Context: an optimization exercise on an open-source flow, tuned for small area. The choices shown serve that exercise and are no tape-out recipe.
Function was checked by simulation only, so behaviour that the tests miss may differ from the original.
No activity file was given, so power comes from the tool's default toggle rates.

==> flow/design.v (excerpt) <==
module psc_bridge (
  input  wire        clk,
  input  wire        rst,           
  output wire        idle,          
  input  wire        cmd_valid,
  input  wire [7:0]  cmd_data,
  input  wire        cmd_last,
  output wire        cmd_ready,
  input  wire        tick,
  output wire        out_valid,
  output wire [7:0]  out_data,
  output wire        out_last,
  input  wire        out_ready,
  output wire        led,
  input  wire        mode,
  input  wire [31:0] millis,
  input  wire [7:0]  rand_data,
  output wire        rand_req,
  output wire        bus_sel_n,
  output wire        bus_req,
  output wire [7:0]  bus_tx,        
  input  wire        bus_done,
  input  wire [7:0]  bus_rx,        
  input  wire        bus_ack
);
  localparam [2:0] S_IDLE = 3'd0,
                   S_RECV = 3'd1,
                   S_EXEC = 3'd2,
                   S_RAND = 3'd3,
                   S_SEND = 3'd4,
                   S_BUS  = 3'd5;
  localparam [1:0] K_IGN  = 2'd0,    
                   K_HS   = 2'd1,    
                   K_SUB  = 2'd2,    
                   K_POLL = 2'd3;    
  localparam [5:0] HS_BASE  = 6'd60,
                   SUB_BASE = 6'd45;
  function [7:0] rev8;
    input [7:0] b;
    integer k;
    begin
      for (k = 0; k < 8; k = k + 1)
        rev8[k] = b[7-k];
    end
  endfunction
  reg [2:0]  state;
  reg [1:0]  kind;
  reg [5:0]  cnt;         
  reg        enable;
  ...
Size in the first run: about 110 flip-flops, ~89 I/O pins, about 0.0071 mm2 of cells after synthesis.
export LEC_CHECK = 0
export ABC_AREA = 1
export CAP_MARGIN = 20
export CORE_MARGIN = 2
export CORE_UTILIZATION = 40
export CTS_BUF_LIST = sky130_fd_sc_hd__clkbuf_16
export CTS_CLUSTER_SIZE = 100
export SLEW_MARGIN = 20
create_clock -name core_clock -period 10.0 [get_ports {clk}]
standard.sh (not shown) runs the stock make flow with config.mk's settings and CLKGATE_MAP_FILE= SYNTH_SCRIPT=/design/flow/synth_recipe.tcl, a recipe that flattens the netlist after the stock synthesis.
==> flow/flow/run.sh <==
#!/bin/bash
export BUFFER_PORTS_ARGS="-buffer_cell sky130_fd_sc_hd__buf_1"
bash standard.sh > standard.log 2>&1
The first run ran to the end with no violations.
==> next run, changes <==
==> flow/run.sh (new file) <==
#!/bin/bash
# synth_recipe.tcl (not shown) runs the flow's synth.tcl, then flattens the netlist and writes it again
# the make line also repeats each setting of config.mk as NAME=value (left out here)
make -C /OpenROAD-flow-scripts/flow DESIGN_CONFIG=/design/flow/config.mk WORK_HOME=/design/flow/orfs CLKGATE_MAP_FILE= SYNTH_SCRIPT=/design/flow/synth_recipe.tcl finish
CTS_BUF_LIST = default   (was sky130_fd_sc_hd__clkbuf_16)
CTS_CLUSTER_SIZE = default   (was 100)
removed: flow/flow/run.sh
removed: flow/standard.sh
Utilization goes up by 2.3 points.
First-iteration DRC count drops by 0.36%.
Area after synthesis is unchanged.
Wire length increases by 2.8%.
Worst hold slack improved by 0.0089 ns.
==> next run, changes <==
==> flow/flow/run.sh (new file) <==
#!/bin/bash
export BUFFER_PORTS_ARGS="-buffer_cell sky130_fd_sc_hd__buf_1"
export RECOVER_POWER=100
bash standard.sh > standard.log 2>&1
==> flow/standard.sh (new file) <==
#!/bin/bash
# synth_recipe.tcl (not shown) runs the flow's synth.tcl, then flattens the netlist and writes it again
# the make line also repeats each setting of config.mk as NAME=value (left out here)
make -C /OpenROAD-flow-scripts/flow DESIGN_CONFIG=/design/flow/config.mk WORK_HOME=/design/flow/orfs CLKGATE_MAP_FILE= SYNTH_SCRIPT=/design/flow/synth_recipe.tcl "${@:-finish}"
CTS_BUF_LIST = sky130_fd_sc_hd__clkbuf_4 sky130_fd_sc_hd__clkbuf_8   (was default)
removed: flow/run.sh
Effect:
- The changed run ran to the end with violations: max-capacitance violations, max-slew violations
- synthesized cell count stays the same
- clock skew goes up by 0.0081 ns
- clock-buffer cell count went up by 1
- clock power is lower by 24%
- total power falls by 9.6%
- global-route usage came out lower by 0.69 points
- wire length went down by 3.2%
- first-iteration DRC count decreases by 2.8%
- critical path depth came out lower by 4
- final cell count barely changes
- area after synthesis does not change
==> next run, changes <==
==> flow/flow/run.sh (replaced) <==
#!/bin/bash
export BUFFER_PORTS_ARGS="-buffer_cell sky130_fd_sc_hd__buf_1"
bash standard.sh > standard.log 2>&1
CAP_MARGIN = 0   (was 20)
CTS_BUF_LIST = sky130_fd_sc_hd__clkbuf_8   (was sky130_fd_sc_hd__clkbuf_4 sky130_fd_sc_hd__clkbuf_8)
SLEW_MARGIN = 0   (was 20)
After rerunning:
- With this change the flow produced a clean layout
- clock-buffer cell count goes down by 1
- cell area goes up by about 0.7%
- global-route usage is about the same
- routed wire length hardly moves
- area after synthesis stays the same

---

Another version of the RTL of psc_bridge (not shown whole).
Size: ~930 cells after synthesis, ~89 I/O pins, roughly 6800 sq um of cells after synthesis.
clock: 10.0 ns
lec_check: 0
abc_area: 1
cap_margin: 20
core_margin: 2
core_utilization: 40
cts_buf_list: sky130_fd_sc_hd__clkbuf_8
slew_margin: 20
==> flow/flow/run.sh <==
#!/bin/bash
# Layout flow: the standard flow (standard.sh: the standard synthesis
# and the ORFS steps, unchanged) with these settings changed:
#  - the buffers ORFS puts on every input and output port are the smallest
#    buffer cell (buf_1), not the cell buffer_ports picks by default;
#  - clock tree synthesis uses clkbuf_8 and inserts no dummy loads (its
#    other arguments are ORFS's defaults);
#  - before the placement repair, gates with positive slack are downsized
#    (flow/recover.tcl, run through ORFS's PRE_RESIZE_TCL hook).
# The whole output of the flow goes to standard.log in this folder; ORFS's
# per-step logs stay under orfs/logs/.
export BUFFER_PORTS_ARGS="-buffer_cell sky130_fd_sc_hd__buf_1"
export CTS_ARGS="-sink_clustering_enable -repair_clock_nets -buf_list sky130_fd_sc_hd__clkbuf_8 -dont_use_dummy_load -sink_clustering_size 30 -sink_clustering_max_diameter 200"
export PRE_RESIZE_TCL="$PWD/flow/recover.tcl"
bash standard.sh > standard.log 2>&1
==> flow/flow/recover.tcl <==
# Before the placement repair: downsize gates with positive slack (power
# recovery also recovers area); repair_design, which runs next, then fixes
# any slew or capacitance the smaller gates leave.
estimate_parasitics -placement
repair_timing -recover_power 100 -verbose
Then changed:
==> flow/flow/run.sh (replaced) <==
#!/bin/bash
export BUFFER_PORTS_ARGS="-buffer_cell sky130_fd_sc_hd__buf_1"
export CTS_ARGS="-sink_clustering_enable -repair_clock_nets -buf_list sky130_fd_sc_hd__clkbuf_8 -dont_use_dummy_load"
export PRE_RESIZE_TCL="$PWD/flow/downsize.tcl"
bash standard.sh > standard.log 2>&1
==> flow/flow/downsize.tcl (new file) <==
# Runs before the placement repair (ORFS's PRE_RESIZE_TCL hook). Synthesis
# (ABC's upsize step) leaves some gates at a higher drive strength than the
# design needs at its clock period; this gives every combinational gate that
# has a drive-1 variant of the same function that variant. repair_design,
# which runs next in this step, and the timing repairs of the later steps
# size gates up again wherever slew, capacitance or timing needs it.
set dont_use $::env(DONT_USE_CELLS)
set n 0
foreach inst [get_cells *] {
  set master [get_property $inst ref_name]
  if {![regexp {^(sky130_fd_sc_hd__[a-z0-9]+)_([0-9]+)$} $master -> base drive]} { continue }
  if {$drive <= 1} { continue }
  # registers, latches, clock cells, tie and physical cells keep their size
  if {[regexp {__(df|edf|sdf|dl|clk|tap|fill|decap|conb|diode)} $master]} { continue }
  set target ${base}_1
  if {[lsearch -exact $dont_use $target] >= 0} { continue }
  set lc [get_lib_cells -quiet */$target]
  if {[llength $lc] == 0} { continue }
  replace_cell $inst [lindex $lc 0]
  incr n
}
puts "downsize.tcl: $n gates set to drive strength 1"
removed: flow/flow/recover.tcl
Wire length stays flat.
Via count barely changes.
Global-route usage goes down by 0.35 points.
Final area goes down by about 1.3%.
Final cell count is unchanged.
Total power goes down by 0.32%.
Hold slack barely changes.
Combinational power goes down by 2.7%.
Clock-buffer cell count is unchanged.
Setup slack gets worse by 0.036 ns.
Critical path depth goes up by 1.
Then changed:
==> flow/flow/run.sh (replaced) <==
#!/bin/bash
# Layout flow: the standard flow (standard.sh: the standard synthesis
# and the ORFS steps, unchanged) with these settings changed:
#  - at the end of the floorplan step, OpenROAD's restructure re-maps the
#    combinational logic for area (flow/restructure.tcl, run through ORFS's
#    POST_FLOORPLAN_TCL hook); the registers are not touched;
#  - the buffers ORFS puts on every input and output port are the smallest
#    buffer cell (buf_1), not the cell buffer_ports picks by default;
#  - before the placement repair, combinational gates above drive strength
#    1 get drive strength 1 (flow/downsize.tcl, run through ORFS's
#    PRE_RESIZE_TCL hook); the repairs that follow size up what needs it;
#  - clock tree synthesis uses clkbuf_8 and inserts no dummy loads (its
#    other arguments are ORFS's defaults).
# The whole output of the flow goes to standard.log in this folder; ORFS's
# per-step logs stay under orfs/logs/.
export POST_FLOORPLAN_TCL="$PWD/flow/restructure.tcl"
export BUFFER_PORTS_ARGS="-buffer_cell sky130_fd_sc_hd__buf_1"
export PRE_RESIZE_TCL="$PWD/flow/downsize.tcl"
export CTS_ARGS="-sink_clustering_enable -repair_clock_nets -buf_list sky130_fd_sc_hd__clkbuf_8 -dont_use_dummy_load"
bash standard.sh > standard.log 2>&1
==> flow/flow/restructure.tcl (new file) <==
# Runs at the end of the floorplan step (ORFS's POST_FLOORPLAN_TCL hook):
# OpenROAD's restructure re-maps the combinational logic for area with ABC
# (registers are not touched), keeping the cells ORFS marks don't-use out.
set_dont_use $::env(DONT_USE_CELLS)
set tielo_cell [lindex $::env(TIELO_CELL_AND_PORT) 0]
set tiehi_cell [lindex $::env(TIEHI_CELL_AND_PORT) 0]
set tielo_lib [get_name [get_property [lindex [get_lib_cell $tielo_cell] 0] library]]
set tiehi_lib [get_name [get_property [lindex [get_lib_cell $tiehi_cell] 0] library]]
set tielo_port $tielo_lib/$tielo_cell/[lindex $::env(TIELO_CELL_AND_PORT) 1]
set tiehi_port $tiehi_lib/$tiehi_cell/[lindex $::env(TIEHI_CELL_AND_PORT) 1]
set lib [lindex $::env(LIB_FILES) 0]
puts "restructure.tcl: area before [sta::format_area [rsz::design_area] 0]"
restructure -target area -liberty_file $lib -tielo_port $tielo_port -tiehi_port $tiehi_port \
  -work_dir $::env(OBJECTS_DIR) -abc_logfile $::env(LOG_DIR)/2_1_restructure_abc.log
puts "restructure.tcl: area after [sta::format_area [rsz::design_area] 0]"
- CORE_UTILIZATION: 40 -> 55
- PLACE_DENSITY: unset -> 0.68
The changed run produced a clean layout. Via count went up slightly. Non-clock buffer count went up by 7. Total power went down slightly. Cell count went down by about a fifth. Routed wire length went down by a few percent. Synthesized cell count stays the same. Synthesized area stays the same. Setup slack loses 2.3 ns. Core utilization went up by 12 points.

re-timing with driven ports:
Ports are ideal in the flow. The routed layouts listed here were re-timed in OpenROAD.
Step 1 assumes that a clkbuf_16 drives the clock port and a buf_2 every other input.
Step 2 adds t to the input delays and takes it off the output delays; t is the mean of the earliest and latest rising clock arrival at the registers after step 1. Input paths then give back, and output paths get back, about the clock's delay inside the block.
Slacks: ideal ports / drivers / drivers and shift; pairs: ideal ports / drivers.
| run | t (ns) | setup WS [ns] | hold WS [ns] | worst data-port slew with drivers (ns) |
|---|---|---|---|---|
| the first run of note 1 | 0.384 | 4.038 / 4.001 / 4.385 | 0.321 / 0.321 / 0.321 | 0.05 |
| the second run of note 1 | 0.386 | 3.790 / 3.751 / 3.751 | 0.329 / 0.329 / 0.329 | 0.06 |
| the third run of note 1 | 0.402 | 3.891 / 3.856 / 4.258 | 0.324 / 0.324 / 0.324 | 0.05 |
| the fourth run of note 1 | 0.405 | 4.002 / 3.966 / 4.371 | 0.325 / 0.325 / 0.325 | 0.05 |
| the first run of note 2 | 0.398 | 4.091 / 4.053 / 4.451 | 0.311 / 0.311 / 0.311 | 0.04 |
| the second run of note 2 | 0.395 | 4.055 / 4.022 / 4.417 | 0.310 / 0.310 / 0.310 | 0.04 |
| the third run of note 2 | 0.385 | 1.786 / 1.754 / 2.140 | 0.315 / 0.315 / 0.315 | 0.05 |
For the second run of note 1, which loses most, drivers alone change the setup slack by -0.039 ns; drivers and shift together by -0.039 ns.
